This is an optimization exercise on Yosys and OpenROAD, whose aim is small area, a short achievable clock period and few clock cycles, not a production implementation. Where RTL was checked, it was by simulation tests only, not by an equivalence proof against the original. Function not checked in runs 5 to 7: the RTL went through the layout flow alone. Power figures rest on the tool's default switching activity, not on a simulated workload.

[flow/config.mk]
export PLATFORM = sky130hd
export DESIGN_NAME = psiframe
export DESIGN_NICKNAME = psiframe
export VERILOG_FILES = /design/flow/design.v
export SDC_FILE = /design/flow/constraint.sdc
export NUM_CORES = 4
export LEC_CHECK = 0
export CAP_MARGIN = 20
export CORE_MARGIN = 2
export CORE_UTILIZATION = 60
export SETUP_SLACK_MARGIN = 5
export SLEW_MARGIN = 20
[flow/constraint.sdc]
create_clock -name core_clock -period 10.0 [get_ports {clk}]
set_input_delay 2.0000 -clock core_clock [delete_from_list [all_inputs] [get_ports {clk}]]
set_output_delay 2.0000 -clock core_clock [all_outputs]
set_load 0.01 [all_outputs]
[flow/design.v]
module psiframe_crc8 (
  input  wire [31:0] crc_in,
  input  wire [7:0]  data,
  output reg  [31:0] crc_out
);
  integer i;
  reg fb;
  always @(*) begin
    crc_out = crc_in;
    for (i = 7; i >= 0; i = i - 1) begin
      fb      = crc_out[31] ^ data[i];
      crc_out = {crc_out[30:0], 1'b0};
      if (fb)
        crc_out = crc_out ^ 32'h04C11DB7;
    end
  end
endmodule
module psiframe (
  input  wire        clk,
  input  wire        rst,         
  input  wire        cmd_valid,
  input  wire [63:0] cmd,
  output wire        cmd_ready,
  output wire        ev_valid,
  output wire [9:0]  ev,
  input  wire        ev_ready,
  output wire        idle,
  output wire [63:0] st
);
  localparam [1:0] M_IDLE = 2'd0, M_SEC = 2'd1, M_FAULT = 2'd3;
  localparam [2:0] F_SIZE = 3'd1, F_FIELD = 3'd2, F_SEQ = 3'd3, F_OPCODE = 3'd6;
  reg [1:0]  mode;
  reg [2:0]  fault;
  reg        legacy;
  reg [7:1]  accl;       
  reg [2:0]  nbits;
  reg [31:0] crc;
  reg [9:0]  seclen;
  reg        rdy;        
  reg        pc_v;
  reg        pc_me;      
  reg        pc_bad;     
  reg        pc_badop;   
  reg        pc_abort;
  reg        pc_cfg;
  reg        pc_begin;
  reg        pc_sinkr;   
  reg        pc_putb;    
  reg        pc_nbad;    
  reg        pc_endc;
  reg        pc_endn;
  reg        pc_align;
  reg [4:0]  pc_nh;      
  reg [2:0]  pc_nl;      
  reg [31:0] pc_d;
  reg        q_e;        
  reg [31:0] q_d;        
  reg [2:0]  q_cnt;      
  reg        q_crc;      
  reg        q_mk;       
  reg        q_ab;       
  reg        o_v;
  reg  [7:0] o_d;
  reg        o_m;        
  reg        o_body;     
  wire [7:0] op = cmd[63:56];
  wire rs_hi  = |cmd[55:38];
  wire rs_mid = |cmd[37:1];
  wire rs_lo  = cmd[0];
  wire rs_all = rs_hi | rs_mid | rs_lo;
  wire [5:0] n = cmd[37:32];
  wire op_nop   = op == 8'h00;
  wire op_abort = op == 8'h01;
  wire op_cfg   = op == 8'h02;
  wire op_begin = op == 8'h10;
  wire op_putb  = op == 8'h11;
  wire op_put1  = op == 8'h12;
  wire op_align = op == 8'h13;
  wire op_endc  = op == 8'h14;
  wire op_endn  = op == 8'h15;
  wire known = op_nop | op_abort | op_cfg | op_begin | op_putb | op_put1 |
               op_align | op_endc | op_endn;
  wire rsv   = (op_putb) ? rs_hi :
               (op_cfg | op_put1) ? (rs_hi | rs_mid) : rs_all;
  wire op_sink = op_putb | op_put1 | op_align;
  wire [4:0] nh_in = op_align ? 5'b00001 : op_endc ? 5'b10000 :
                     {n[5:3] == 3'd4, n[5:3] == 3'd3, n[5:3] == 3'd2,
                      n[5:3] == 3'd1, n[5:3] == 3'd0};
  wire [2:0] nl_in = op_align ? 3'd7 : op_endc ? 3'd0 : {n[2:1], n[0] | op_put1};
  assign ev_valid = o_v;
  assign ev       = {o_m, 1'b0, o_d};
  wire beat    = o_v & ev_ready;
  wire or_free = !o_v | ev_ready;
  wire [31:0] crc_next;
  psiframe_crc8 u_crc (.crc_in(crc), .data(o_d), .crc_out(crc_next));
  wire q_bytes = q_cnt != 3'd0;
  wire [31:0] q_src = q_crc ? crc : q_d;
  reg  [7:0] q_byte;
  always @(*) begin
    case (q_cnt[1:0])
      2'd1:    q_byte = q_src[7:0];
      2'd2:    q_byte = q_src[15:8];
      2'd3:    q_byte = q_src[23:16];
      default: q_byte = q_src[31:24];
    endcase
  end
  wire guard  = q_bytes & q_crc & o_v & o_body;
  wire xfer   = or_free & !q_e & !guard;
  wire q_last = q_bytes ? (q_cnt == 3'd1 && !q_mk) : 1'b1;
  wire in_idle  = mode == M_IDLE;
  wire in_sec   = mode == M_SEC;
  wire in_fault = mode == M_FAULT;
  wire nb0      = nbits == 3'd0;
  wire [3:0] lo  = {1'b0, nbits} + {1'b0, pc_nl};
  wire       c   = lo[3];
  wire [2:0] r   = lo[2:0];
  wire [4:0] kh  = c ? {pc_nh[3:0], 1'b0} : pc_nh;
  wire       kz  = kh[0];
  wire [2:0] k   = {kh[4], kh[3] | kh[2], kh[3] | kh[1]};
  reg v_big;
  integer i;
  always @(*) begin
    v_big = 1'b0;
    for (i = 0; i < 32; i = i + 1)
      if (pc_d[i] && {pc_nh[4], pc_nh[3] | pc_nh[2], pc_nh[3] | pc_nh[1], pc_nl} <= i)
        v_big = 1'b1;
  end
  wire putx = pc_putb & (pc_nbad | v_big);
  wire sink = pc_sinkr & !putx;
  wire [3:0] fit;
  assign fit[0] = legacy ? (seclen <= 10'd182) : (seclen <= 10'd1020);
  assign fit[1] = legacy ? (seclen <= 10'd181) : (seclen <= 10'd1019);
  assign fit[2] = legacy ? (seclen <= 10'd180) : (seclen <= 10'd1018);
  assign fit[3] = legacy ? (seclen <= 10'd179) : (seclen <= 10'd1017);
  wire size_ok = kh[0] | (kh[1] & fit[0]) | (kh[2] & fit[1]) |
                 (kh[3] & fit[2]) | (kh[4] & fit[3]);
  assign cmd_ready = rdy;
  wire consume  = pc_v & (q_e | !pc_me);
  wire ab_go    = pc_v & q_e & pc_abort;                 
  wire ab_emit  = ab_go & !in_idle;
  wire cfg_go   = pc_v & pc_cfg & in_idle;
  wire begin_go = pc_v & q_e & pc_begin & in_idle;
  wire sink_go  = pc_v & sink & in_sec & size_ok & (kz | q_e);
  wire emit_go  = sink_go & !kz;
  wire endc_go  = pc_v & q_e & pc_endc & in_sec & nb0 & size_ok;
  wire endn_go  = pc_v & q_e & pc_endn & in_sec & nb0;
  wire need_idle = pc_cfg | pc_begin;
  wire need_sec  = pc_sinkr | pc_endc | pc_endn;
  wire seq_bad   = (need_idle & !in_idle) | (need_sec & !in_sec);
  wire end_bad   = (pc_endc | pc_endn) & !nb0;
  wire faulty    = pc_bad | seq_bad | putx | end_bad |
                   ((pc_sinkr | pc_endc) & !size_ok);
  wire fault_go  = consume & !in_fault & faulty;
  reg [2:0] fcode;
  always @(*) begin
    if (pc_bad)         fcode = pc_badop ? F_OPCODE : F_FIELD;
    else if (seq_bad)   fcode = F_SEQ;
    else if (putx)      fcode = F_FIELD;
    else if (end_bad)   fcode = F_SEQ;
    else                fcode = F_SIZE;
  end
  wire [39:0] t = {pc_d, 8'd0} >> r;
  wire [7:0] acc8 = {accl, 1'b0};
  reg  [31:0] pk;
  always @(*) begin
    pk = t[39:8];
    pk[7:0]   = pk[7:0]   | (kh[1] ? acc8 : 8'd0);
    pk[15:8]  = pk[15:8]  | (kh[2] ? acc8 : 8'd0);
    pk[23:16] = pk[23:16] | (kh[3] ? acc8 : 8'd0);
    pk[31:24] = pk[31:24] | (kh[4] ? acc8 : 8'd0);
  end
  wire [7:0] first = ({8{kh[1]}} & pk[7:0])   | ({8{kh[2]}} & pk[15:8]) |
                     ({8{kh[3]}} & pk[23:16]) | ({8{kh[4]}} & pk[31:24]);
  wire [9:0] len0 = seclen + {7'd0, pc_nh[4], pc_nh[3] | pc_nh[2], pc_nh[3] | pc_nh[1]};
  wire [9:0] len1 = len0 + 10'd1;
  wire clr = ab_go | begin_go;       
  wire push = (emit_go & !(or_free & kh[1])) | endc_go | endn_go | ab_emit;
  wire q_e_next = q_e ? !push : (xfer & q_last);
  wire [2:0] nbits_next = clr ? 3'd0 : sink_go ? (pc_align ? 3'd0 : r) : nbits;
  wire [2:0] nbits_pred = !pc_v ? nbits :
                          pc_sinkr ? (pc_align ? 3'd0 : r) :
                          (pc_begin | pc_abort) ? 3'd0 : nbits;
  wire [3:0] lo_in = {1'b0, nbits_pred} + {1'b0, nl_in};
  wire me_in = op_abort | op_begin | op_endc | op_endn |
               (op_sink & !(nh_in[0] & !lo_in[3]));
  wire take = cmd_valid & rdy;
  wire pc_v_next  = rdy ? cmd_valid : pc_v;
  wire pc_me_next = take ? me_in : pc_me;
  always @(posedge clk) begin
    if (take) begin
      pc_bad   <= !known | rsv;
      pc_badop <= !known;
      pc_abort <= op_abort & !rs_all;
      pc_cfg   <= op_cfg & !rsv;
      pc_begin <= op_begin & !rsv;
      pc_sinkr <= op_sink & !rsv;
      pc_putb  <= op_putb;
      pc_nbad  <= (n == 6'd0) || (n > 6'd32);
      pc_endc  <= op_endc & !rsv;
      pc_endn  <= op_endn & !rsv;
      pc_align <= op_align;
      pc_nh    <= nh_in;
      pc_nl    <= nl_in;
      pc_d     <= cmd[31:0];
    end
    if (q_e)
      q_d <= pk;
    if (or_free) begin
      o_d    <= q_e ? first : (q_bytes ? q_byte : {6'd0, q_ab, q_ab});
      o_m    <= !q_e & !q_bytes;
      o_body <= q_e | (q_bytes & !q_crc);
    end else if (ab_go)
      o_body <= 1'b0;
    if (rst) begin
      rdy    <= 1'b1;
      pc_v   <= 1'b0;
      pc_me  <= 1'b0;
      mode   <= M_IDLE;
      fault  <= 3'd0;
      legacy <= 1'b0;
      accl   <= 7'd0;
      nbits  <= 3'd0;
      crc    <= 32'hFFFFFFFF;
      seclen <= 10'd0;
      q_e    <= 1'b1;
      q_cnt  <= 3'd0;
      q_mk   <= 1'b0;
      o_v    <= 1'b0;
    end else begin
      pc_v  <= pc_v_next;
      pc_me <= pc_me_next;
      rdy   <= !pc_v_next | q_e_next | !pc_me_next;
      q_e   <= q_e_next;
      if (or_free)
        o_v <= q_e ? emit_go : !guard;
      if (clr)
        crc <= 32'hFFFFFFFF;
      else if (beat & o_body)
        crc <= crc_next;
      if (ab_go | endc_go | endn_go | fault_go)
        mode <= ab_go ? M_IDLE : endc_go ? M_IDLE : endn_go ? M_IDLE : M_FAULT;
      else if (begin_go)
        mode <= M_SEC;
      if (ab_go)
        fault <= 3'd0;
      else if (fault_go)
        fault <= fcode;
      if (cfg_go)
        legacy <= pc_d[0];
      nbits <= nbits_next;
      if (clr) begin
        accl   <= 7'd0;
        seclen <= 10'd0;
      end else begin
        if (sink_go)
          accl   <= t[7:1] | (kz ? accl : 7'd0);
        if (sink_go | endc_go)
          seclen <= c ? len1 : len0;
      end
      if (xfer) begin
        if (q_bytes)
          q_cnt <= q_cnt - 3'd1;
        else
          q_mk  <= 1'b0;
      end
      if (emit_go) begin
        q_cnt <= or_free ? k - 3'd1 : k;
        q_crc <= 1'b0;
        q_mk  <= 1'b0;
      end
      if (endc_go) begin
        q_cnt <= 3'd4;
        q_crc <= 1'b1;
        q_mk  <= 1'b1;
        q_ab  <= 1'b0;
      end
      if (endn_go) begin
        q_mk  <= 1'b1;
        q_ab  <= 1'b0;
      end
      if (ab_emit) begin
        q_cnt <= 3'd0;
        q_mk  <= 1'b1;
        q_ab  <= 1'b1;
      end
    end
  end
  assign idle = !pc_v & q_e & !o_v;
  assign st = {crc, 1'b0, 8'd0, 2'b00, seclen, nbits, 1'b0, legacy, 1'b0, fault, mode};
endmodule
[flow/flow/run.sh]
#!/bin/bash
set -euo pipefail
bash standard.sh SETUP_SLACK_MARGIN=6.3 finish > flow_make.log 2>&1
[flow/standard.sh]
#!/bin/bash
# synth_recipe.tcl (not shown) runs the flow's synth.tcl, then flattens the netlist and writes it again
# the make line also repeats each setting of config.mk as NAME=value (left out here)
make -C /OpenROAD-flow-scripts/flow DESIGN_CONFIG=/design/flow/config.mk WORK_HOME=/design/flow/orfs CLKGATE_MAP_FILE= SYNTH_SCRIPT=/design/flow/synth_recipe.tcl "${@:-finish}"
==> reports/results.txt, run 1 <==
Outcome: timing/DRC/antenna clean
Top cell type's share of synthesized area: 28.6%
Critical path capture point type: flip-flop
Worst path slowest cell: or4_4
Worst path buffer plus inverter count: 1
Avg WL per Cell: 19.3 um
Die ar.: 0.0177 sq mm
CTS buffer count: 17
Final Skew: 13.0 ps
Setup slack, reg-to-reg: 6310 ps
CTS tree: yes
Die Y: 133 um
Tcrit/Tclk final: 39.2%
Register area share after synthesis: 42.0%
WL met1: 11.5 mm
Fin util: 74.7%
I/O pin cnt: 145
Max layer used: met4
Post-route DRC: 0
Post-synthesis area per instance: 9.56 sq um
Hold slack: 458 ps
RR Startpoint: nbits[1]
Initial antenna violation count: 0
Worst Path Max Fanout: 2
Ratio of cells with drive above 1 in the final layout: 11.6%
Synth Area in Adders: 2.49%
H-tree lvl count: 4
Top-count cell post-synth: nand2_1
YS warnings: 2
HPWL Detailed: 19.3 mm
Post-synthesis xor/xnor area fraction: 7.45%
First-pass GRT wire length: 43.2 mm
Cell taking the most area after synthesis: edfxtp_1
Yosys reg bits: 162
Crit path time final: 3920 ps
Final Max Tran Viols: 0
Pleak: 4.86 nW
Synth Area in Simple Gates: 17.2%
Initial DRC count: 810
Core area: 0.0164 sq mm
Synth Area in Compound Gates: 18.8%
Input/output buffers: 130
Post-route cell area: 0.0123 sq mm
Setup TNS: 0 ps
Reg clk slew, reported paths: 60 ps
Clock latency on the worst-skew pair: 430 ps
Syn-to-layout area delta: 22.7%
Placed Area: 0.0114 sq mm
Distinct cells, synth: 83
Hold/Removal Path Class: reg -> reg
NumNets Final: 1248
Top_reg_cell synth: edfxtp_1
Pre-antenna DRT Iters: 6
Cell row count: 47
Wire length on met3: 1.93 mm
Worst R2R Path Depth: 12
Crit-path most repeated cell: nor2_4
Vias in the first global route: 8159
Hold Crit Depth: 2
CP top delay family: simple AND/OR/NAND/NOR gates
Met2 wire len: 12.7 mm
Total design power: 1.70 mW
N_diodes: 0
Final Hold Violating Endpoints: 0
Starting Density: 60.9%
CP arrival: 4220 ps
Synthesized instance count: 1045
Routed wire length: 27.0 mm
Main combinational cell family by area after synthesis: compound AO/OA/AOI/OAI gates
Vias per cell: 6.31
Post-synth ARST share: 0%
Post-synthesis mux area share: 6.70%
Hold buffer count at CTS: 0
End of the worst hold path: fault[0]
WS Path Type: in -> reg
Gr ovfl total: 0
Die Span X: 133 um
Synth Cell Area: 0.00999 sq mm
GPL Wtd Cong: 0.971
Largest stage delay, worst path: 550 ps
Clk buf depth: 2
Number of flops mapped to enable cells by yosys: 95
Final setup viols: 0
Slew HR: 37.0%
Synth cell count leaders: nand2_1, edfxtp_1, nor2_1
Critical Path RT: 10300 ps
Peak supply drop: 0.135 mV
Unrepaired setup endpoints after global routing: true
Slew at the pin closest to its max-slew limit: 939 ps
Clock sink total: 162
Gr usage total: 30.6%
Hold path startpoint: fault[0]
Cell Pwr Density: 138 mW/mm^2
Root Buffer: clkbuf_16
Fillers: 1190
CP Launch Type: input pin
Reg2reg end: o_d[5]
Crit-path cells: buf_6 -> or4_4 -> nor3_4 -> and3_4 -> nor2_4 -> nor2_4 -> ha_4 -> a31o_4 -> a2111oi_4 -> o41ai_2 -> nor2b_1
Dominant cells by area after synthesis: edfxtp_1, dfxtp_1, xnor2_1
Fmax: 255 MHz
Pin count of the biggest net entering global routing: 56
Critical path depth in cells: 11
Via Count: 8804
ANT nets after route: 0
Max_cap viols: 0
[logic make-up after synthesis]
family / count (synthesis)
and+or+nand+nor: 356
AOI/OAI and AO/OA: 252
DFF: 162
buffers and inverters: 116
xor gates and xnor gates: 85
muxes: 54
adders and majority gates: 19
other: 1
[tightest hold or removal path: cells and delay by family, from the launching register on]
family,cells,cell delay [ps]
flops,1,310
simple gates,1,50
mux,1,50
[per-layer routing]
| metal | vias up | global-route usage (%) |
|---|---|---|
| met5 | - | 0 |
| met4 | 0 | 9.74 |
| met3 | 65 | 4.14 |
| met2 | 465 | 50.2 |
| met1 | 4172 | 42.2 |
| li1 | 4102 | - |
[how the worst max path moves through the flow]
stage	from	to	slack, ps
final	cmd[62]	pc_me	6080
after global routing	cmd[62]	pc_me	6010
after CTS	cmd[62]	pc_me	5940
after detailed placement	cmd[59]	pc_me	5090
after global placement	cmd[59]	pc_me	5190
after floorplan	cmd[59]	pc_me	5770
[layout by cell type (no fill, tap or decap), types with 6 or more instances in the layout]
cell             netlist  final
nand4_1                8      8
nand2b_1              15     15
or3_1                 10      9
clkbuf_16              0     17
and3_1                 8      7
nor2_1                86     83
or4_1                  7      6
a222oi_1              16     16
a21o_1                 7      7
ha_1                  15     13
nor2b_1               13     13
buf_4                 22     27
xnor2_1               63     62
clkdlybuf4s50_1        0    124
a211oi_1              10     10
edfxtp_1              95     95
conb_1                 1     14
mux2_2                 9      9
nor4_1                20     18
a221o_1               21     21
mux2i_1               35     30
o21ai_0               34     28
xor2_1                22     21
a22o_1                17     17
mux4_2                 9      9
nand2_1              121    121
nand3_1               28     27
nor3_1                15     13
or2_2                  6      6
a22oi_1                7      7
a31oi_1                7      7
dfxtp_1               67     65
a21oi_1               47     47
o211ai_1              39     39
inv_1                 37     36
[flip-flops by register name (all words and copies together), names as in the netlist, 5 cells and up]
signal  flops
q_d        32
o_d         8
seclen     10
pc_d       32
accl        7
pc_nh       5
crc        32
[through the flow]
step           instances  setup WS (ps)
5_1_grt             1396           6010
3_5_place_dp        1342           5090
2_1_floorplan       1058           5770
3_3_place_gp        1341           5190
6_report            1396           6080
4_1_cts             1384           5940
[layout make-up]
class | instances | area (sq um) | area share (%)
Multi-Input combinational cell | 780 | 5480 | 44.7
Sequential cell | 162 | 4200 | 34.3
Timing Repair Buffer | 162 | 1570 | 12.8
Clock buffer | 21 | 450 | 3.68
Tap cell | 220 | 275 | 2.25
Inverter | 40 | 158 | 1.29
Clock inverter | 11 | 128 | 1.04
[timing repair]
action | in CTS | in global routing
gates resized for setup | 31 | 24
endpoints found under the setup margin | 13 | 15
pin swaps | 10 | 9
buffers inserted | 10 | 12
[power by group]
part	total, mW	leakage, nW	switching (mW)	internal (mW)
clock network	0.653	0.274	0.276	0.376
logic	0.285	3.04	0.154	0.132
registers	0.758	1.55	0.0201	0.738
Testbench counts, summed over its fixed seeds: cycles 110,582.
==> inputs of run 2 (changes only) <==
==> flow/run.sh (new file) <==
#!/bin/bash
# synth_recipe.tcl (not shown) runs the flow's synth.tcl, then flattens the netlist and writes it again
# the make line also repeats each setting of config.mk as NAME=value (left out here)
make -C /OpenROAD-flow-scripts/flow DESIGN_CONFIG=/design/flow/config.mk WORK_HOME=/design/flow/orfs CLKGATE_MAP_FILE= SYNTH_SCRIPT=/design/flow/synth_recipe.tcl finish
removed: flow/flow/run.sh
removed: flow/standard.sh
==> run 2 against run 1 <==
  * Still clean
  * Utilization down 1.6 points
  * Sequential cell count unchanged
  * Worst setup slack worse by 720 ps
  * Via count down 2.2%
  * First-iteration DRC count up 11%
  * Die area unchanged
  * Highest routed layer unchanged
==> reports/results.txt, run 2 <==
Dominant cells by area after synthesis: edfxtp_1, dfxtp_1, xnor2_1
Input/output buffers: 130 (unchanged)
Outcome: timing/DRC/antenna clean
Via Count: 8609 (-2.2%)
Clk buf depth: 2 (unchanged)
Die Y: 133 um (unchanged)
HPWL Detailed: 19.3 mm (-0.13%)
Ratio of cells with drive above 1 in the final layout: 7.88% (-3.8 points)
Avg WL per Cell: 18.9 um (-2.2%)
Distinct cells, synth: 83 (unchanged)
Crit path time final: 4640 ps (+715 ps)
CP Launch Type: input pin
Register area share after synthesis: 42.0% (unchanged)
YS warnings: 2 (unchanged)
Hold buffer count at CTS: 0 (unchanged)
Synth Area in Simple Gates: 17.2% (unchanged)
Root Buffer: clkbuf_16
Critical path capture point type: flip-flop
Top cell type's share of synthesized area: 28.6% (unchanged)
Post-CTS sizing: 0 (-100%)
Post-CTS setup buffer count: 0 (-10)
N_diodes: 0 (unchanged)
Syn-to-layout area delta: 20.0%
Most frequent cells in the layout: clkdlybuf4s50_1, nand2_1, edfxtp_1
Top_reg_cell synth: edfxtp_1
Worst slack, placed: 4940 ps (-147 ps)
Hold Crit Depth: 2 (unchanged)
Most common cell after layout, fill and taps aside: clkdlybuf4s50_1
Critical Path RT: 10300 ps (about the same)
Setup slack after layout: 5360 ps (-715 ps)
Initial DRC count: 902 (+11%)
Synth Cell Area: 0.00999 sq mm (unchanged)
Pleak: 4.74 nW (-2.6%)
CTS buffer count: 17 (unchanged)
I/O pin cnt: 145 (unchanged)
Gr ovfl total: 0 (unchanged)
Pin count of the biggest net entering global routing: 56 (unchanged)
Crit-path cells: clkdlybuf4s50_1 -> nor4_1 -> nand3_1 -> nor3_1 -> nor2_1 -> ha_1 -> a31o_2 -> a2111oi_0 -> o41ai_1 -> nor2b_1
Cell row count: 47 (unchanged)
Cell Pwr Density: 145 mW/mm^2 (+4.7%)
Final Skew: 11.5 ps (-1.56 ps)
Cell taking the most area after synthesis: edfxtp_1
Starting Density: 60.9% (unchanged)
Synth Area in Compound Gates: 18.8% (unchanged)
Post-route DRC: 0 (unchanged)
Initial antenna violation count: 0 (unchanged)
Setup TNS: 0 ps (unchanged)
CP arrival: 4930 ps (+710 ps)
Routed wire length: 26.0 mm (-3.6%)
Tcrit/Tclk final: 46.4% (+7.2 points)
First-pass GRT wire length: 41.9 mm (-2.9%)
Post-synth ARST share: 0% (unchanged)
Final Hold Violating Endpoints: 0 (unchanged)
Top-count cell post-synth: nand2_1
Vias in the first global route: 8007 (-1.9%)
Gr usage total: 29.8% (-0.74 points)
Fmax: 216 MHz (-15%)
Core area: 0.0164 sq mm (unchanged)
Post-synthesis mux area share: 6.70% (unchanged)
Largest stage delay, worst path: 500 ps (-50 ps)
Biggest registers after layout: crc (32), pc_d (32), q_d (32)
Die Span X: 133 um (unchanged)
WS Path Type: in -> reg
Fin util: 73.1% (-1.6 points)
Worst R2R Path Depth: 10 (-2)
Post-synthesis area per instance: 9.56 sq um (unchanged)
Final Max Tran Viols: 0 (unchanged)
Slew HR: 29.7% (-7.2 points)
ANT nets after route: 0 (unchanged)
Clock latency on the worst-skew pair: 440 ps (about the same)
Worst path slowest cell: nor4_1
Hold/Removal Path Class: reg -> reg
Clock sink total: 162 (unchanged)
Max_cap viols: 0 (unchanged)
Fillers: 1228 (+3.2%)
Synthesized instance count: 1045 (unchanged)
NumNets Final: 1227 (-1.7%)
Pre-antenna DRT Iters: 6 (unchanged)
Worst Path Max Fanout: 6 (+4)
Reg clk slew, reported paths: 60 ps (about the same)
GPL Wtd Cong: 0.952 (-2.0%)
CTS tree: yes
Yosys reg bits: 162 (unchanged)
Die ar.: 0.0177 sq mm (unchanged)
Peak supply drop: 0.127 mV (-5.8%)
Main combinational cell family by area after synthesis: compound AO/OA/AOI/OAI gates
Slew at the pin closest to its max-slew limit: 1050 ps (+115 ps)
Number of flops mapped to enable cells by yosys: 95 (unchanged)
Vias per cell: 6.26 (-0.72%)
Unrepaired setup endpoints after global routing: false
Synth Area in Adders: 2.49% (unchanged)
Final setup viols: 0 (unchanged)
H-tree lvl count: 4 (unchanged)
Post-synthesis xor/xnor area fraction: 7.45% (unchanged)
Synth cell count leaders: nand2_1, edfxtp_1, nor2_1
==> run 2: cell count changes in the layout (fill, tap and decap cells not counted), sizes merged <==
cell,previous run,this run
bufinv,2,4
dlygate4sd2,1,0
clkdlybuf4s50,124,130
dlymetal6s2s,1,0
clkinvlp,3,4
buf,35,11
clkbuf,22,18
==> run 2: per-stage QoR <==
stage / cell area [sq um] / power (mW) / cells / hold slack (ps)
detailed placement: 11400 / 1.04 / 1343 / 459
CTS: 12000 / 1.74 / 1375 / 474
global placement: 11300 / 1.04 / 1342 / 456
floorplan: 10000 / 0.954 / 1058 / 471
global route: 12000 / 1.79 / 1375 / 504
finish: 12000 / 1.74 / 1375 / 472
==> run 2: power by group <==
| part | internal, mW | switching, mW | total (mW) | leakage (nW) |
|---|---|---|---|---|
| sequential | 0.738 | 0.0208 | 0.758 | 1.55 |
| clock | 0.421 | 0.286 | 0.708 | 0.293 |
| combinational | 0.126 | 0.146 | 0.272 | 2.90 |
| total | 1.28 | 0.453 | 1.74 | 4.74 |
==> run 2: area by class of cell <==
cell class | count | area [sq um] | share of cell area [%]
Multi-Input combinational cell | 780 | 5330 | 44.5
Sequential cell | 162 | 4200 | 35.0
Timing Repair Buffer | 141 | 1400 | 11.7
Clock buffer | 18 | 429 | 3.58
Tap cell | 220 | 275 | 2.30
Clock inverter | 14 | 200 | 1.67
Inverter | 40 | 155 | 1.29
==> run 2: routing by layer <==
layer  vias to the layer above  global-route usage (%)  part of all wire [%]
li1                       4067                       -                     -
met1                      4111                    40.6                    43
met2                       384                    48.7                    48
met3                        47                    5.56                   6.7
met4                         0                    9.08                   2.2
met5                         -                       0                     0
==> run 2: cell families after synthesis <==
group           after synthesis
buf+inv                     116
fa+ha+maj                    19
compound gates              252
mux                          54
other cells                   1
xor+xnor                     85
flops                       162
simple gates                356
==> run 2: worst max-delay path: cells and delay by family <==
| family | cells | cell delay [ps] |
|---|---|---|
| buffers and inverters | 1 | 410 |
| and+or+nand+nor | 5 | 1450 |
| adders and majority gates | 1 | 320 |
| AOI/OAI and AO/OA | 3 | 750 |
==> run 2: final timing paths <==
kind	start	slack, ps	to
worst max register to register	pc_nl[0]	5730	o_d[3]
worst min register to register	fault[0]	470	fault[0]
worst max-delay path	cmd[59]	5360	pc_me
worst min-delay path	fault[0]	470	fault[0]
==> inputs of run 3 (changes only) <==
==> flow/flow/run.sh (new file) <==
#!/bin/bash
set -euo pipefail
bash standard.sh SETUP_SLACK_MARGIN=6.6 finish > flow_make.log 2>&1
==> flow/standard.sh (new file) <==
#!/bin/bash
# synth_recipe.tcl (not shown) runs the flow's synth.tcl, then flattens the netlist and writes it again
# the make line also repeats each setting of config.mk as NAME=value (left out here)
make -C /OpenROAD-flow-scripts/flow DESIGN_CONFIG=/design/flow/config.mk WORK_HOME=/design/flow/orfs CLKGATE_MAP_FILE= SYNTH_SCRIPT=/design/flow/synth_recipe.tcl "${@:-finish}"
removed: flow/run.sh
==> run 3 against run 2 <==
  * Still clean
  * Synthesized cell count unchanged
  * Clock skew rose by 1.2 ps
  * Cell area rose by 7.6%
  * Global-route usage increased by 1.3 points
  * Worst hold slack got worse by 3.6 ps
  * Via count is 4.8% higher
  * Power decreased by 1.5%
  * Sequential power is essentially flat
  * Maximum frequency up 17%
  * Utilization grew 5.5 points
  * Worst setup slack improved by 660 ps
  * Clock-buffer cell count rose by 1
  * Critical endpoint unchanged
  * Highest routed layer unchanged
==> reports/results.txt, run 3 <==
Cell row count: 47 (unchanged)
Synthesized instance count: 1045 (unchanged)
CP Launch Type: input pin
Initial antenna violation count: 0 (unchanged)
Input/output buffers: 130 (unchanged)
Tcrit/Tclk final: 39.7% (-6.6 points)
Avg WL per Cell: 20.4 um (+8.1%)
Syn-to-layout area delta: 29.1%
GPL Wtd Cong: 0.996 (+4.7%)
Top-count cell post-synth: nand2_1
Setup TNS: 0 ps (unchanged)
Final Hold Violating Endpoints: 0 (unchanged)
Total design power: 1.71 mW (-1.5%)
Post-synth ARST share: 0% (unchanged)
Ratio of cells with drive above 1 in the final layout: 19.0% (+11 points)
YS warnings: 2 (unchanged)
H-tree lvl count: 4 (unchanged)
NumNets Final: 1264 (+3.0%)
Fillers: 1084 (-12%)
Most common cell after layout, fill and taps aside: nand2_1
Cell taking the most area after synthesis: edfxtp_1
Top_reg_cell synth: edfxtp_1
Slew HR: 31.8% (+2.1 points)
Root Buffer: clkbuf_16
Post-synthesis area per instance: 9.56 sq um (unchanged)
Pleak: 5.29 nW (+12%)
Final Skew: 12.7 ps (+1.23 ps)
ANT nets after route: 0 (unchanged)
Vias in the first global route: 8236 (+2.9%)
Post-route DRC: 0 (unchanged)
Clock sink total: 162 (unchanged)
Peak supply drop: 0.131 mV (+3.1%)
Slew at the pin closest to its max-slew limit: 1010 ps (-38.8 ps)
Critical path capture point type: flip-flop
CTS buffer count: 17 (unchanged)
Core area: 0.0164 sq mm (unchanged)
Dominant cells by area after synthesis: edfxtp_1, dfxtp_1, xnor2_1
Crit path time final: 3970 ps (-662 ps)
Yosys reg bits: 162 (unchanged)
Setup slack, reg-to-reg: 6350 ps (+620 ps)
First-pass GRT wire length: 43.7 mm (+4.3%)
Outcome: timing/DRC/antenna clean
Placed Area: 0.0114 sq mm (about the same)
Starting Density: 60.9% (unchanged)
Top cell type's share of synthesized area: 28.6% (unchanged)
Final setup viols: 0 (unchanged)
Pin count of the biggest net entering global routing: 52 (-7.1%)
Fmax: 252 MHz (+17%)
Die ar.: 0.0177 sq mm (unchanged)
Die Y: 133 um (unchanged)
Routed wire length: 28.9 mm (+11%)
HPWL Detailed: 19.3 mm (-0.32%)
Vias per cell: 6.39 (+2.1%)
Max_cap viols: 0 (unchanged)
Unrepaired setup endpoints after global routing: true
I/O pin cnt: 145 (unchanged)
Most frequent cells in the layout: nand2_1, edfxtp_1, clkdlybuf4s50_1
Register area share after synthesis: 42.0% (unchanged)
Critical Path RT: 10300 ps (about the same)
Gr ovfl total: 0 (unchanged)
Synth cell count leaders: nand2_1, edfxtp_1, nor2_1
Worst Path Max Fanout: 2 (-4)
Synth Cell Area: 0.00999 sq mm (unchanged)
Clk buf depth: 2 (unchanged)
Initial DRC count: 1036 (+15%)
WS Path Type: in -> reg
Reg clk slew, reported paths: 70 ps (about the same)
Hold buffer count at CTS: 0 (unchanged)
Die Span X: 133 um (unchanged)
Gr usage total: 31.1% (+1.3 points)
Final Max Tran Viols: 0 (unchanged)
Number of flops mapped to enable cells by yosys: 95 (unchanged)
CTS tree: yes
Hold/Removal Path Class: reg -> reg
Biggest registers after layout: crc (32), pc_d (32), q_d (32)
Pre-antenna DRT Iters: 6 (unchanged)
Post-route cell area: 0.0129 sq mm (+7.6%)
CP arrival: 4270 ps (-660 ps)
Cell Pwr Density: 133 mW/mm^2 (-8.5%)
Via Count: 9025 (+4.8%)
Clock latency on the worst-skew pair: 430 ps (about the same)
Distinct cells, synth: 83 (unchanged)
N_diodes: 0 (unchanged)
-- run 3: stage by stage --
stage | hold slack (ps) | setup slack [ps] | utilization [%] | instances
final | 469 | 6030 | 78.6 | 1412
after global placement | 456 | 5200 | 69.1 | 1339
after detailed placement | 463 | 5110 | 69.2 | 1340
after global routing | 491 | 5930 | 78.6 | 1412
after CTS | 472 | 5980 | 75.8 | 1401
after floorplan | 471 | 5770 | - | 1058
-- run 3: area by class of cell --
type / count / area [sq um] / share of cell area, %
repair buffers: 178 / 1840 / 14.3
clock inverters: 13 / 138 / 1.07
flip-flops and latches: 162 / 4270 / 33.1
multi-input cells: 780 / 5780 / 44.8
inverters: 40 / 160 / 1.24
clock buffers: 19 / 433 / 3.36
well taps: 220 / 275 / 2.13
-- run 3: metal layers --
layer  vias up  routed length, um  GRT usage [%]
met3        88               2300           4.41
met4         0               1100           10.3
met2       521              13800           51.6
li1       4130                  -              -
met1      4286              11700           42.3
met5         -                  0              0
-- run 3: report_power, final --
group | internal (mW) | switching (mW) | total [mW]
combinational | 0.145 | 0.164 | 0.309
sequential | 0.735 | 0.0232 | 0.758
clock | 0.368 | 0.277 | 0.645
total | 1.25 | 0.465 | 1.71
-- run 3: kinds of logic after synthesis --
family | share of synthesized area [%]
flip-flops | 42.0
adder cells (fa/ha/maj) | 2.49
multiplexers | 6.70
buffers and inverters | 5.39
AO/OA/AOI/OAI | 18.8
AND/OR/NAND/NOR | 17.2
other | 0.0375
XOR/XNOR | 7.45
-- run 3: path summary, 6_finish.rpt --
| kind | from | to | cells after the start |
|---|---|---|---|
| worst min-delay path | fault[0] | fault[0] | 2 |
| worst min register to register | fault[0] | fault[0] | 2 |
| worst max register to register | pc_nl[0] | o_d[5] | 11 |
| worst max-delay path | cmd[61] | pc_me | 11 |
-- run 3: repair_timing --
action                                 in CTS  in global routing
gates cloned                                0                  2
setup endpoints to repair                  81                 58
buffers inserted                           29                  9
endpoints found under the hold margin       0                  0
resized for setup                         117                 91
pin swaps                                  18                 25
-- run 3: worst max-delay path, cell delays in order --
cell	delay, ps
buf_2	110
or4_4	530
nor3_4	160
and3_4	230
nor2_4	40
nor2_4	120
ha_4	220
a31o_4	220
a2111oi_4	370
o41ai_2	120
nor2b_1	150
==> inputs of run 4 (changes only) <==
==> flow/flow/run.sh (replaced) <==
#!/bin/bash
set -euo pipefail
bash standard.sh SETUP_SLACK_MARGIN=7.0 finish > flow_make.log 2>&1
==> run 4 against run 3 <==
  * Worst hold slack improved by 25 ps
  * Utilization rose by 8.2 points
  * Routed wire length rose by 26%
==> reports/results.txt, run 4 <==
Outcome: timing/DRC/antenna clean
Clock sink total: 162 (unchanged)
Input/output buffers: 130 (unchanged)
Starting Density: 60.9% (unchanged)
Routed wire length: 36.4 mm (+26%)
Most frequent cells in the layout: buf_4, nand2_1, edfxtp_1
Sequential Area: 0.00434 sq mm (+1.6%)
Fin util: 86.8% (+8.2 points)
CP arrival: 4350 ps (+80 ps)
Cell Pwr Density: 125 mW/mm^2 (-6.0%)
Clk buf depth: 2 (unchanged)
Crit path time final: 4040 ps (+70.4 ps)
Fillers: 816 (-25%)
Synthesized instance count: 1045 (unchanged)
Top_reg_cell synth: edfxtp_1
Die ar.: 0.0177 sq mm (unchanged)
Root Buffer: clkbuf_16
Initial antenna violation count: 0 (unchanged)
Placed Area: 0.0114 sq mm (+0.63%)
Syn-to-layout area delta: 42.6%
Worst R2R Path Depth: 13 (+2)
Tcrit/Tclk final: 40.4% (+0.70 points)
CP Launch Type: input pin
Cell taking the most area after synthesis: edfxtp_1
Synth Area in Compound Gates: 18.8% (unchanged)
Die Span X: 133 um (unchanged)
Initial DRC count: 1236 (+19%)
Max_cap viols: 0 (unchanged)
Synth Cell Area: 0.00999 sq mm (unchanged)
Critical Path RT: 10310 ps (about the same)
Pre-antenna DRT Iters: 8 (+2)
Pin count of the biggest net entering global routing: 38 (-27%)
Yosys reg bits: 162 (unchanged)
Final Max Tran Viols: 0 (unchanged)
Vias per cell: 6.69 (+4.7%)
Worst Path Max Fanout: 2 (unchanged)
Gr ovfl total: 0 (unchanged)
Peak supply drop: 0.132 mV (+0.66%)
Biggest registers after layout: crc (32), pc_d (32), q_d (32)
Most common cell after layout, fill and taps aside: buf_4
Total design power: 1.78 mW (+3.8%)
ANT nets after route: 0 (unchanged)
WS Path Type: in -> reg
HPWL Detailed: 19.2 mm (-0.29%)
GPL Wtd Cong: 0.979 (-1.8%)
Avg WL per Cell: 23.9 um (+17%)
Post-synthesis area per instance: 9.56 sq um (unchanged)
Vias in the first global route: 9316 (+13%)
Unrepaired setup endpoints after global routing: true
Post-route DRC: 0 (unchanged)
Critical path capture point type: flip-flop
Core area: 0.0164 sq mm (unchanged)
Synth Area in Simple Gates: 17.2% (unchanged)
Synth cell count leaders: nand2_1, edfxtp_1, nor2_1
Hold/Removal Path Class: reg -> reg
Post-route cell area: 0.0142 sq mm (+10%)
Setup TNS: 0 ps (unchanged)
Post-synthesis mux area share: 6.70% (unchanged)
Top cell type's share of synthesized area: 28.6% (unchanged)
Post-synthesis xor/xnor area fraction: 7.45% (unchanged)
NumNets Final: 1372 (+8.5%)
I/O pin cnt: 145 (unchanged)
Final Hold Violating Endpoints: 0 (unchanged)
Synth Area in Adders: 2.49% (unchanged)
Final setup viols: 0 (unchanged)
YS warnings: 2 (unchanged)
Post-synth ARST share: 0% (unchanged)
Hold Crit Depth: 2 (unchanged)
Fmax: 247 MHz (-1.7%)
Main combinational cell family by area after synthesis: compound AO/OA/AOI/OAI gates
Final Skew: 21.9 ps (+9.22 ps)
Slew at the pin closest to its max-slew limit: 926 ps (-88.7 ps)
Slew HR: 37.8% (+6.0 points)
CTS tree: yes
Top-count cell post-synth: nand2_1
Gr usage total: 35.6% (+4.4 points)
Pleak: 6.02 nW (+14%)
H-tree lvl count: 4 (unchanged)
Placed cells: 1338 (-0.15%)
Cell row count: 47 (unchanged)
Register area share after synthesis: 42.0% (unchanged)
Multi-input logic area: 0.00629 sq mm (+8.8%)
Distinct cells, synth: 83 (unchanged)
First-pass GRT wire length: 49.6 mm (+13%)
Via Count: 10.2k (+13%)
Number of flops mapped to enable cells by yosys: 95 (unchanged)
Reg clk slew, reported paths: 60 ps (about the same)
Final non-filler cell total: 1520 (+7.6%)
Clock latency on the worst-skew pair: 440 ps (about the same)
Die Y: 133 um (unchanged)
Ratio of cells with drive above 1 in the final layout: 37.2% (+18 points)
N_diodes: 0 (unchanged)
Dominant cells by area after synthesis: edfxtp_1, dfxtp_1, xnor2_1
CTS buffer count: 17 (unchanged)
## run 4: cell counts after synthesis
No cell type changed its count.
## run 4: area by class of cell
class / count / area share [%]
flip-flops and latches: 162 / 30.5
repair inverters: 3 / 0.158
well taps: 220 / 1.93
inverters: 40 / 1.17
clock inverters: 10 / 0.949
clock buffers: 22 / 3.19
multi-input cells: 781 / 44.2
repair buffers: 282 / 18.0
## run 4: where the power goes
group	internal, mW	total [mW]	switching, mW
Combinational	0.160	0.355	0.195
Sequential	0.730	0.752	0.0220
Clock	0.399	0.670	0.272
## run 4: metal layers
metal  track usage [%]  vias up  routed length (um)  part of all wire, %
met2              58.8      801               17400                   48
met3              7.13      240                3570                  9.8
met1              44.0     4777               12800                   35
met5                 0        -                   0                    0
met4              19.2        0                2620                  7.2
li1                  -     4358                   -                    -
## run 4: final timing paths
| path | start | end | slack [ps] |
|---|---|---|---|
| setup / recovery | cmd[61] | pc_me | 5960 |
| hold / removal | fault[1] | fault[1] | 490 |
| setup reg to reg | pc_nl[0] | o_d[7] | 6280 |
| hold reg to reg | fault[1] | fault[1] | 490 |
## run 4: per-stage QoR
stage / hold WS [ps] / setup slack (ps)
floorplan: 471 / 5770
global route: 506 / 5890
detailed placement: 467 / 5180
global placement: 450 / 5240
CTS: 473 / 6040
finish: 493 / 5960
## run 4: timing repair
action,4_1_cts,5_1_grt
setup buffers,105,39
gates cloned,6,0
hold buffers,0,0
endpoints found under the setup margin,234,96
pin swaps,47,57
hold endpoints to repair,0,0
resized for setup,428,165
## run 4: critical path: stages
cell and delay [ps]:
buf_6 100, or4_4 550, nor3_4 150, and3_4 210, nor2_2 50, nor2_4 140, ha_4 220, a31o_4 220
a2111oi_4 360, o41ai_2 140, nor2b_2 200
## run 4: cell families after synthesis
logic type / Yosys count
compound gates: 252
xor+xnor: 85
fa+ha+maj: 19
buf+inv: 116
flops: 162
mux: 54
other cells: 1
simple gates: 356
==> inputs of run 5 (changes only) <==
--- a/flow/design.v
+++ b/flow/design.v
@@ -39,8 +39,8 @@
   reg        rdy;        
   reg        pc_v;
   reg        pc_me;      
-  reg        pc_bad;     
   reg        pc_badop;   
+  reg        pc_rsv;     
   reg        pc_abort;
   reg        pc_cfg;
   reg        pc_begin;
@@ -94,16 +94,16 @@
   wire [31:0] crc_next;
   psiframe_crc8 u_crc (.crc_in(crc), .data(o_d), .crc_out(crc_next));
   wire q_bytes = q_cnt != 3'd0;
-  wire [31:0] q_src = q_crc ? crc : q_d;
-  reg  [7:0] q_byte;
+  reg  [7:0] q_dbyte, q_cbyte;
   always @(*) begin
     case (q_cnt[1:0])
-      2'd1:    q_byte = q_src[7:0];
-      2'd2:    q_byte = q_src[15:8];
-      2'd3:    q_byte = q_src[23:16];
-      default: q_byte = q_src[31:24];
+      2'd1:    begin q_dbyte = q_d[7:0];   q_cbyte = crc[7:0];   end
+      2'd2:    begin q_dbyte = q_d[15:8];  q_cbyte = crc[15:8];  end
+      2'd3:    begin q_dbyte = q_d[23:16]; q_cbyte = crc[23:16]; end
+      default: begin q_dbyte = q_d[31:24]; q_cbyte = crc[31:24]; end
     endcase
   end
+  wire [7:0] q_byte = q_crc ? q_cbyte : q_dbyte;
   wire guard  = q_bytes & q_crc & o_v & o_body;
   wire xfer   = or_free & !q_e & !guard;
   wire q_last = q_bytes ? (q_cnt == 3'd1 && !q_mk) : 1'b1;
@@ -111,6 +111,7 @@
   wire in_sec   = mode == M_SEC;
   wire in_fault = mode == M_FAULT;
   wire nb0      = nbits == 3'd0;
+  wire pc_bad   = pc_badop | pc_rsv;
   wire [3:0] lo  = {1'b0, nbits} + {1'b0, pc_nl};
   wire       c   = lo[3];
   wire [2:0] r   = lo[2:0];
@@ -180,16 +181,18 @@
   wire [2:0] nbits_pred = !pc_v ? nbits :
                           pc_sinkr ? (pc_align ? 3'd0 : r) :
                           (pc_begin | pc_abort) ? 3'd0 : nbits;
-  wire [3:0] lo_in = {1'b0, nbits_pred} + {1'b0, nl_in};
+  wire [3:0] lo_in = {1'b0, nbits_pred} + {1'b0, n[2:0]};
   wire me_in = op_abort | op_begin | op_endc | op_endn |
-               (op_sink & !(nh_in[0] & !lo_in[3]));
+               (op_putb & ((n[5:3] != 3'd0) | lo_in[3])) |
+               (op_put1 & (nbits_pred == 3'd7)) |
+               (op_align & (nbits_pred != 3'd0));
   wire take = cmd_valid & rdy;
   wire pc_v_next  = rdy ? cmd_valid : pc_v;
   wire pc_me_next = take ? me_in : pc_me;
   always @(posedge clk) begin
     if (take) begin
-      pc_bad   <= !known | rsv;
       pc_badop <= !known;
+      pc_rsv   <= known & rsv;
       pc_abort <= op_abort & !rs_all;
       pc_cfg   <= op_cfg & !rsv;
       pc_begin <= op_begin & !rsv;
==> flow/flow/run.sh (replaced) <==
#!/bin/bash
set -euo pipefail
bash standard.sh SETUP_SLACK_MARGIN=6.3 finish > flow_make.log 2>&1
==> run 5 against run 4 <==
  * Sequential cell count is the same
  * Global-route usage decreased by 5.4 points
  * Register-to-register slack improved by 130 ps
  * Combinational power shrank 23%
  * Synthesized cell count down 1.6%
  * Final cell count down 9.6%
  * First-iteration DRC count is 45% lower
  * Clock skew decreased by 10 ps
  * Worst hold slack lost 31 ps
  * Sequential share of layout area increased by 4.0 points
  * Clock-buffer cell count fell by 2
  * Critical endpoint is now rdy
  * Largest cell class unchanged
==> reports/results.txt, run 5 <==
Die Span X: 133 um (about the same)
Post-synthesis area per instance: 9.71 sq um (+1.6%)
First-pass GRT wire length: 42.3 mm (-15%)
Hold Crit Depth: 2 (unchanged)
Yosys reg bits: 162 (unchanged)
Core area: 0.0164 sq mm (unchanged)
Post-route DRC: 0 (unchanged)
Vias per cell: 6.25 (-6.7%)
Peak supply drop: 0.125 mV (-5.2%)
Synth Area in Compound Gates: 19.2% (+0.39 points)
Cell Pwr Density: 135 mW/mm^2 (+7.9%)
Critical Path RT: 10310 ps (about the same)
WS Path Type: in -> reg
Fin util: 74.3% (-12 points)
Biggest registers after layout: crc (32), pc_d (32), q_d (32)
HPWL Detailed: 18.6 mm (-3.1%)
Synth cell count leaders: nand2_1, edfxtp_1, nor2_1
H-tree lvl count: 4 (unchanged)
Number of flops mapped to enable cells by yosys: 95 (unchanged)
Register area share after synthesis: 42.0% (about the same)
Placed Area: 0.0114 sq mm (-0.47%)
Gr usage total: 30.1% (-5.4 points)
Post-synth ARST share: 0% (unchanged)
Slew at the pin closest to its max-slew limit: 916 ps (-10.5 ps)
NumNets Final: 1226 (-11%)
Ratio of cells with drive above 1 in the final layout: 11.2% (-26 points)
Post-route cell area: 0.0122 sq mm (-14%)
Post-synthesis xor/xnor area fraction: 7.19% (-0.26 points)
Final setup viols: 0 (unchanged)
Total design power: 1.64 mW (-7.6%)
Worst slack, placed: 5560 ps (+382 ps)
Initial antenna violation count: 0 (unchanged)
Final Hold Violating Endpoints: 0 (unchanged)
Die Y: 133 um (about the same)
Outcome: timing/DRC/antenna clean
CTS tree: yes
Post-synthesis mux area share: 8.11% (+1.4 points)
Top_reg_cell synth: edfxtp_1
Root Buffer: clkbuf_16
Hold/Removal Path Class: reg -> reg
I/O pin cnt: 145 (unchanged)
Worst R2R Path Depth: 11 (-2)
Fmax: 270 MHz (+9.0%)
Main combinational cell family by area after synthesis: compound AO/OA/AOI/OAI gates
Tcrit/Tclk final: 37.1% (-3.3 points)
N_diodes: 0 (unchanged)
Input/output buffers: 130 (unchanged)
Final Max Tran Viols: 0 (unchanged)
CTS buffer count: 17 (unchanged)
Top cell type's share of synthesized area: 28.6% (about the same)
Clk buf depth: 2 (unchanged)
Unrepaired setup endpoints after global routing: true
Crit path time final: 3710 ps (-333 ps)
Max_cap viols: 0 (unchanged)
Vias in the first global route: 7941 (-15%)
Initial DRC count: 676 (-45%)
Die ar.: 0.0177 sq mm (about the same)
Crit path from: cmd[59]
Reg clk slew, reported paths: 60 ps (about the same)
Pleak: 4.78 nW (-21%)
Synth Area in Adders: 2.38% (-0.11 points)
Syn-to-layout area delta: 22.2%
Worst Path Max Fanout: 5 (+3)
Clock sink total: 162 (unchanged)
CP Launch Type: input pin
Cell row count: 47 (unchanged)
Setup slack after layout: 6290 ps (+333 ps)
Hold path startpoint: fault[0]
Synth Cell Area: 0.00998 sq mm (about the same)
Critical path capture point type: flip-flop
Hold buffer count at CTS: 0 (unchanged)
Pre-antenna DRT Iters: 6 (-2)
Cell taking the most area after synthesis: edfxtp_1
Setup TNS: 0 ps (unchanged)
Gr ovfl total: 0 (unchanged)
Clock latency on the worst-skew pair: 430 ps (about the same)
Synth Area in Simple Gates: 16.0% (-1.2 points)
Via Count: 8585 (-16%)
Avg WL per Cell: 19.0 um (-21%)
Distinct cells, synth: 80 (-3.6%)
GPL Wtd Cong: 0.904 (-7.6%)
Most frequent cells in the layout: nand2_1, clkdlybuf4s50_1, edfxtp_1
Starting Density: 60.8% (about the same)
RR Startpoint: pc_nl[0]
Most common cell after layout, fill and taps aside: nand2_1
Setup slack, reg-to-reg: 6410 ps (+130 ps)
Dominant cells by area after synthesis: edfxtp_1, dfxtp_1, xnor2_1
Routed wire length: 26.0 mm (-28%)
YS warnings: 2 (unchanged)
Slew HR: 38.5% (+0.71 points)
CP arrival: 4020 ps (-330 ps)
ANT nets after route: 0 (unchanged)
Synthesized instance count: 1028 (-1.6%)
Final Skew: 11.7 ps (-10.3 ps)
Top-count cell post-synth: nand2_1
Pin count of the biggest net entering global routing: 65 (+71%)
==> run 5: cell count changes in the layout (fill, tap and decap cells not counted), moves of 26 or more <==
cell | before | now
buf_2 | 46 | 0
buf_4 | 115 | 24
buf_6 | 29 | 3
clkdlybuf4s50_1 | 24 | 121
dfxtp_1 | 15 | 65
dfxtp_4 | 32 | 1
dlymetal6s2s_1 | 33 | 3
==> run 5: worst max-delay path: stages <==
cell	delay (ps)
dlygate4sd2_1	240
or4_4	590
or3_1	370
nor2_2	180
a221o_1	220
o211ai_1	100
a311o_1	330
==> run 5: layer usage <==
layer  GRT usage, %  part of all wire, %  vias up
li1               -                    -     4059
met1           40.0                   42     4086
met2           49.4                   49      382
met3           5.02                  6.5       58
met4           12.4                  2.9        0
met5              0                    0        -
==> run 5: cells by family (layout without fill, tap and decap cells) <==
kind of cell	after synthesis	in the layout
and+or+nand+nor	334	334
AOI/OAI and AO/OA	255	255
DFF	162	162
buffers and inverters	118	231
xor gates and xnor gates	82	82
muxes	58	58
adders and majority gates	18	18
other	1	14
==> run 5: worst paths after layout <==
kind / endpoint
max reg2reg: rdy
min reg2reg: fault[0]
max: rdy
min: fault[0]
==> run 5: area by class of cell <==
type	count	area, sq um
clock buffers	20	472
clock inverters	12	78.8
fillers	1232	4210
inverters	40	156
multi-input cells	761	5460
flip-flops and latches	162	4200
well taps	220	275
repair buffers	159	1560
==> run 5: timing repair <==
item / CTS / global route
setup endpoints to repair: 63 / 21
hold endpoints to repair: 0 / 0
setup buffers: 15 / 3
resized for setup: 23 / 12
pin swaps: 8 / 4
==> run 5: stage by stage <==
step	hold WS [ps]	std cells
5_1_grt	484	1374
3_5_place_dp	461	1324
3_3_place_gp	449	1324
6_report	462	1374
4_1_cts	469	1371
2_1_floorplan	476	1041
==> run 5: where the power goes <==
part | leakage, nW | internal (mW) | total, mW | switching (mW)
clock | 0.283 | 0.341 | 0.611 | 0.270
sequential | 1.55 | 0.737 | 0.759 | 0.0217
combinational | 2.95 | 0.128 | 0.272 | 0.144
total | 4.78 | 1.21 | 1.64 | 0.436
==> inputs of run 6 (changes only) <==
--- a/flow/design.v
+++ b/flow/design.v
@@ -52,6 +52,7 @@
   reg        pc_align;
   reg [4:0]  pc_nh;      
   reg [2:0]  pc_nl;      
+  reg [3:0]  pc_lo;      
   reg [31:0] pc_d;
   reg        q_e;        
   reg [31:0] q_d;        
@@ -112,9 +113,8 @@
   wire in_fault = mode == M_FAULT;
   wire nb0      = nbits == 3'd0;
   wire pc_bad   = pc_badop | pc_rsv;
-  wire [3:0] lo  = {1'b0, nbits} + {1'b0, pc_nl};
-  wire       c   = lo[3];
-  wire [2:0] r   = lo[2:0];
+  wire       c   = pc_lo[3];
+  wire [2:0] r   = pc_lo[2:0];
   wire [4:0] kh  = c ? {pc_nh[3:0], 1'b0} : pc_nh;
   wire       kz  = kh[0];
   wire [2:0] k   = {kh[4], kh[3] | kh[2], kh[3] | kh[1]};
@@ -172,8 +172,7 @@
   end
   wire [7:0] first = ({8{kh[1]}} & pk[7:0])   | ({8{kh[2]}} & pk[15:8]) |
                      ({8{kh[3]}} & pk[23:16]) | ({8{kh[4]}} & pk[31:24]);
-  wire [9:0] len0 = seclen + {7'd0, pc_nh[4], pc_nh[3] | pc_nh[2], pc_nh[3] | pc_nh[1]};
-  wire [9:0] len1 = len0 + 10'd1;
+  wire [9:0] len = seclen + {7'd0, k};
   wire clr = ab_go | begin_go;       
   wire push = (emit_go & !(or_free & kh[1])) | endc_go | endn_go | ab_emit;
   wire q_e_next = q_e ? !push : (xfer & q_last);
@@ -181,9 +180,10 @@
   wire [2:0] nbits_pred = !pc_v ? nbits :
                           pc_sinkr ? (pc_align ? 3'd0 : r) :
                           (pc_begin | pc_abort) ? 3'd0 : nbits;
-  wire [3:0] lo_in = {1'b0, nbits_pred} + {1'b0, n[2:0]};
+  wire [3:0] lo_in = {1'b0, nbits_pred} + {1'b0, nl_in};
+  wire [3:0] lo_b  = {1'b0, nbits_pred} + {1'b0, n[2:0]};
   wire me_in = op_abort | op_begin | op_endc | op_endn |
-               (op_putb & ((n[5:3] != 3'd0) | lo_in[3])) |
+               (op_putb & ((n[5:3] != 3'd0) | lo_b[3])) |
                (op_put1 & (nbits_pred == 3'd7)) |
                (op_align & (nbits_pred != 3'd0));
   wire take = cmd_valid & rdy;
@@ -204,6 +204,7 @@
       pc_align <= op_align;
       pc_nh    <= nh_in;
       pc_nl    <= nl_in;
+      pc_lo    <= lo_in;
       pc_d     <= cmd[31:0];
     end
     if (q_e)
@@ -258,7 +259,7 @@
         if (sink_go)
           accl   <= t[7:1] | (kz ? accl : 7'd0);
         if (sink_go | endc_go)
-          seclen <= c ? len1 : len0;
+          seclen <= len;
       end
       if (xfer) begin
         if (q_bytes)
==> run 6 against run 5 <==
  * Non-clock buffer count decreased by 3
  * Die area decreased by 1.3%
  * Synthesized cell count increased by 1.1%
  * Critical path depth increased by 1
  * Register-to-register slack improved by 220 ps
  * Clock power increased by 16%
  * Cell area decreased by 0.78%
  * Via count increased by 1.8%
  * Maximum frequency increased by 1.3%
  * Clock skew decreased by 2.9 ps
  * Critical path type unchanged
==> reports/results.txt, run 6 <==
Via Count: 8738 (+1.8%)
Reg2reg end: rdy
Setup slack, reg-to-reg: 6630 ps (+220 ps)
CP Launch Type: input pin
WS Path Type: in -> reg
Placed cells: 1334 (+0.76%)
H-tree lvl count: 4 (unchanged)
Vias in the first global route: 7981 (+0.50%)
Distinct cells, synth: 81 (+1.3%)
End of the worst hold path: fault[1]
Gr ovfl total: 0 (unchanged)
Starting Density: 61.8% (+0.91 points)
Most common cell after layout, fill and taps aside: clkdlybuf4s50_1
I/O pin cnt: 145 (unchanged)
Yosys reg bits: 166 (+2.5%)
First-pass GRT wire length: 42.8 mm (+1.2%)
Number of flops mapped to enable cells by yosys: 99 (+4.2%)
Pin count of the biggest net entering global routing: 59 (-9.2%)
Fin util: 75.9% (+1.6 points)
Worst path slowest cell: fa_1
Post-synth ARST share: 0% (unchanged)
Top cell type's share of synthesized area: 30.2% (+1.6 points)
Hold path startpoint: fault[1]
Initial DRC count: 872 (+29%)
Hold Crit Depth: 2 (unchanged)
Top-count cell post-synth: nand2_1
Routed wire length: 27.1 mm (+4.2%)
Avg WL per Cell: 19.7 um (+3.8%)
Core area: 0.0159 sq mm (-2.8%)
Met2 GRT Util: 50.8% (+1.4 points)
Synth Cell Area: 0.00985 sq mm (-1.4%)
Setup TNS: 0 ps (unchanged)
Die Span X: 132 um (-0.67%)
Post-route DRC: 0 (unchanged)
Final non-filler cell total: 1380 (+0.44%)
Final Hold Violating Endpoints: 0 (unchanged)
Worst R2R Path Depth: 9 (-2)
Clk buf depth: 2 (unchanged)
Vias per cell: 6.33 (+1.3%)
CTS buffer count: 17 (unchanged)
Slew at the pin closest to its max-slew limit: 911 ps (-4.99 ps)
Register area share after synthesis: 43.8% (+1.8 points)
Critical path capture point type: flip-flop
Gr usage total: 31.0% (+0.81 points)
NumNets Final: 1235 (+0.73%)
Slew HR: 39.2% (+0.70 points)
Initial antenna violation count: 0 (unchanged)
Reg clk slew, reported paths: 60 ps (about the same)
Post-synthesis area per instance: 9.48 sq um (-2.4%)
Clock latency on the worst-skew pair: 440 ps (about the same)
GPL Wtd Cong: 0.995 (+10%)
Crit path time final: 3660 ps (-46.6 ps)
Cell row count: 46 (-2.1%)
Multi-input logic area: 0.00524 sq mm (-4.0%)
Die Y: 132 um (-0.67%)
Met3 usage: 5.73% (+0.71 points)
Clock sink total: 166 (+2.5%)
Ratio of cells with drive above 1 in the final layout: 10.4% (-0.78 points)
Root Buffer: clkbuf_16
Final Skew: 8.75 ps (-2.90 ps)
Largest stage delay, worst path: 430 ps (-160 ps)
Unrepaired setup endpoints after global routing: false
GRT Max-Usage Layer: met2
Sequential Area: 0.00432 sq mm (+2.8%)
Die ar.: 0.0175 sq mm (-1.3%)
Worst path buffer plus inverter count: 1 (unchanged)
Pre-antenna DRT Iters: 8 (+2)
Most frequent cells in the layout: clkdlybuf4s50_1, nand2_1, nor2_1, edfxtp_1, dfxtp_1
Crit-path cells: dlygate4sd2_1 -> nor4_4 -> nand3_2 -> nor3_4 -> a21oi_2 -> ha_2 -> fa_1 -> xor2_1
Pleak: 4.59 nW (-4.0%)
CP arrival: 3850 ps (-170 ps)
RR Startpoint: pc_nh[1]
Input/output buffers: 130 (unchanged)
Worst Path Max Fanout: 3 (-2)
Critical Path RT: 10190 ps (-120 ps)
Biggest registers after layout: crc (32), pc_d (32), q_d (32)
Dominant cells by area after synthesis: edfxtp_1, dfxtp_1, xnor2_1
Max_cap viols: 0 (unchanged)
Synthesized instance count: 1039 (+1.1%)
CTS tree: yes
Final Max Tran Viols: 0 (unchanged)
Outcome: timing/DRC/antenna clean
Final setup viols: 0 (unchanged)
N_diodes: 0 (unchanged)
Top_reg_cell synth: edfxtp_1
YS warnings: 2 (unchanged)
Met1 Track Usage GR: 41.4% (+1.4 points)
HPWL Detailed: 19.6 mm (+5.6%)
Synth cell count leaders: nand2_1, nor2_1, edfxtp_1
Fmax: 273 MHz (+1.3%)
Peak supply drop: 0.128 mV (+2.5%)
Cell taking the most area after synthesis: edfxtp_1
CP top delay family: simple AND/OR/NAND/NOR gates
ANT nets after route: 0 (unchanged)
Tcrit/Tclk final: 36.6% (-0.47 points)
Fillers: 1150 (-6.7%)
Syn-to-layout area delta: 22.9%
Cell Pwr Density: 146 mW/mm^2 (+8.8%)
Hold/Removal Path Class: reg -> reg
[run 6: worst max path at each step]
stage	start	slack [ps]	depth (start not counted)	endpoint
after floorplan	cmd[62]	6190	9	pc_lo[3]
after detailed placement	cmd[37]	5500	9	pc_begin
after CTS	cmd[59]	6250	8	rdy
after global placement	cmd[62]	5560	10	pc_lo[3]
final	cmd[63]	6340	8	pc_lo[2]
after global routing	cmd[63]	6250	8	pc_lo[2]
[run 6: stage by stage]
stage	hold slack (ps)	worst slack, ps	power, mW	cell area (sq um)
2_1_floorplan	471	6190	0.982	9940
3_3_place_gp	447	5560	1.07	11200
3_5_place_dp	446	5500	1.07	11300
4_1_cts	457	6250	1.77	12000
5_1_grt	499	6250	1.83	12100
6_report	458	6340	1.77	12100
[run 6: area by class of cell]
type                            count  share of cell area [%]
Inverter                           30                   0.962
Sequential cell                   166                    35.7
Clock inverter                     14                    1.66
Clock buffer                       18                    3.55
Multi-Input combinational cell    780                    43.3
Timing Repair Buffer              156                    12.6
Tap cell                          216                    2.23
[run 6: worst min-delay path, delay by kind of cell (launching register included)]
| family | cells | cell delay, ps |
|---|---|---|
| flip-flops | 1 | 310 |
| AO/OA/AOI/OAI | 1 | 50 |
| AND/OR/NAND/NOR | 1 | 50 |
[run 6: cell families (layout without fill, tap and decap cells)]
logic type	Yosys count	in the layout	share of synthesized area (%)
simple gates	357	357	17.2
compound gates	262	262	19.3
flops	166	166	43.8
buf+inv	106	218	4.78
xor+xnor	85	85	7.56
mux	46	46	5.15
fa+ha+maj	16	16	2.19
other cells	1	14	0.0381
[run 6: power breakdown]
part           leakage [nW]  internal [mW]  total (mW)  switching, mW
Sequential             1.59          0.758       0.780         0.0222
Combinational          2.71          0.129       0.284          0.155
Clock                 0.295          0.421       0.709          0.288
Total                  4.59           1.31        1.77          0.465
[run 6: layer usage]
layer / vias to the layer above / wire [um]
li1: 4062 / -
met5: - / 0
met2: 451 / 13100
met3: 53 / 2050
met4: 0 / 740
met1: 4172 / 11200
[run 6: what timing repair did]
| action | 4_1_cts | 5_1_grt |
|---|---|---|
| buffers inserted | 7 | 7 |
| resized for setup | 16 | 21 |
| endpoints found under the setup margin | 12 | 9 |
| hold buffers | 0 | 0 |
| pin swaps | 6 | 8 |
| gates cloned | 0 | 0 |
==> inputs of run 7 (changes only) <==
==> flow/flow/run.sh (replaced) <==
#!/bin/bash
set -euo pipefail
bash standard.sh SETUP_SLACK_MARGIN=6.5 finish > flow_make.log 2>&1
==> run 7 against run 6 <==
  * Final cell count increased by 0.58%
  * Clock power decreased by 4.7%
  * Synthesized area unchanged
  * Largest cell class unchanged
==> reports/results.txt, run 7 <==
Pin count of the biggest net entering global routing: 59 (unchanged)
Post-synthesis mux area share: 5.15% (unchanged)
Synth Cell Area: 0.00985 sq mm (unchanged)
Pre-antenna DRT Iters: 6 (-2)
CP arrival: 3700 ps (-150 ps)
Max_cap viols: 0 (unchanged)
Final non-filler cell total: 1388 (+0.58%)
Total design power: 1.74 mW (-1.6%)
Synth Area in Simple Gates: 17.2% (unchanged)
Placed cells: 1333 (-0.075%)
Synth Area in Compound Gates: 19.3% (unchanged)
Gr usage total: 31.3% (+0.29 points)
Distinct cells, synth: 81 (unchanged)
Via Count: 8798 (+0.69%)
Post-route cell area: 0.0123 sq mm (+1.5%)
RR Startpoint: pc_nh[1]
YS warnings: 2 (unchanged)
Hold slack: 462 ps (+4.16 ps)
Outcome: timing/DRC/antenna clean
Pleak: 4.74 nW (+3.1%)
First-pass GRT wire length: 43.5 mm (+1.7%)
Synth Area in Adders: 2.19% (unchanged)
Peak supply drop: 0.134 mV (+4.7%)
Crit path time final: 3540 ps (-127 ps)
CTS buffer count: 17 (unchanged)
Fin util: 77.0% (+1.1 points)
Yosys reg bits: 166 (unchanged)
Sequential Area: 0.00433 sq mm (+0.38%)
NumNets Final: 1243 (+0.65%)
Cell row count: 46 (unchanged)
Final Skew: 12.6 ps (+3.83 ps)
Gr ovfl total: 0 (unchanged)
Vias per cell: 6.34 (+0.11%)
Cell taking the most area after synthesis: edfxtp_1
Root Buffer: clkbuf_16
Number of flops mapped to enable cells by yosys: 99 (unchanged)
Tcrit/Tclk final: 35.4% (-1.3 points)
Ratio of cells with drive above 1 in the final layout: 13.7% (+3.3 points)
Initial antenna violation count: 0 (unchanged)
Vias in the first global route: 8234 (+3.2%)
Final setup viols: 0 (unchanged)
Worst Path Max Fanout: 4 (+1)
Critical path capture point type: flip-flop
Input/output buffers: 130 (unchanged)
Placed Area: 0.0113 sq mm (+0.17%)
H-tree lvl count: 4 (unchanged)
Main combinational cell family by area after synthesis: compound AO/OA/AOI/OAI gates
Multi-input logic area: 0.00534 sq mm (+1.9%)
Top cell type's share of synthesized area: 30.2% (unchanged)
Register area share after synthesis: 43.8% (unchanged)
Initial DRC count: 1020 (+17%)
CTS tree: yes
Reg2reg end: rdy
CP Launch Type: input pin
Cell Pwr Density: 142 mW/mm^2 (-3.0%)
Setup TNS: 0 ps (unchanged)
Clock sink total: 166 (unchanged)
Unrepaired setup endpoints after global routing: true
Final Hold Violating Endpoints: 0 (unchanged)
ANT nets after route: 0 (unchanged)
Post-synthesis area per instance: 9.48 sq um (unchanged)
Hold Crit Depth: 2 (unchanged)
Setup slack, reg-to-reg: 6600 ps (-30 ps)
Slew at the pin closest to its max-slew limit: 961 ps (+50.4 ps)
Routed wire length: 27.8 mm (+2.4%)
Synth cell count leaders: nand2_1, nor2_1, edfxtp_1
I/O pin cnt: 145 (unchanged)
Clk buf depth: 2 (unchanged)
Synthesized instance count: 1039 (unchanged)
Setup slack after layout: 6460 ps (+127 ps)
Die Span X: 132 um (unchanged)
run 7: worst max-delay path by stage:
stage	start	endpoint	slack [ps]	cells after the start
6_report	cmd[59]	pc_lo[1]	6460	8
5_1_grt	cmd[59]	pc_lo[1]	6370	8
4_1_cts	q_e	idle	6340	3
3_5_place_dp	cmd[62]	pc_lo[3]	5460	10
3_3_place_gp	cmd[62]	pc_lo[3]	5570	10
2_1_floorplan	cmd[62]	pc_lo[3]	6190	9
run 7: final cells by class:
class | count | share of cell area, %
Tap cell | 216 | 2.20
Multi-Input combinational cell | 780 | 43.5
Inverter | 30 | 0.968
Clock inverter | 15 | 1.44
Timing Repair Buffer | 164 | 13.2
Clock buffer | 17 | 3.46
Sequential cell | 166 | 35.3
run 7: logic make-up after synthesis:
| family | Yosys count |
|---|---|
| muxes | 46 |
| AOI/OAI and AO/OA | 262 |
| DFF | 166 |
| buffers and inverters | 106 |
| other | 1 |
| xor gates and xnor gates | 85 |
| and+or+nand+nor | 357 |
| adders and majority gates | 16 |
run 7: routing by layer:
metal / share of wire (%) / track usage [%]
met5: 0 / 0
met1: 40 / 41.4
met2: 49 / 51.8
met3: 7.7 / 5.31
met4: 3.0 / 11.4
run 7: repair_timing:
action	in CTS	in global routing
buffers inserted	16	7
resized for setup	59	51
setup endpoints to repair	45	26
hold buffers	0	0
pin swaps	19	21
run 7: power breakdown:
part | switching (mW) | internal [mW]
logic | 0.159 | 0.129
clock network | 0.281 | 0.394
registers | 0.0226 | 0.758
total | 0.463 | 1.28
run 7: critical path: stages:
cell and delay, ps:
buf_6 100, nor4_4 310, nor2b_4 230, buf_4 130, nand3_1 110, a21oi_2 190, ha_2 210, fa_2 430

Setup slack of run 7, layout unchanged: 6.463 ns with ideal ports, 6.468 ns with driving cells assumed (clock clkbuf_16, inputs buf_2), 6.002 ns with port delays also shifted by the 0.466 ns mid clock arrival.
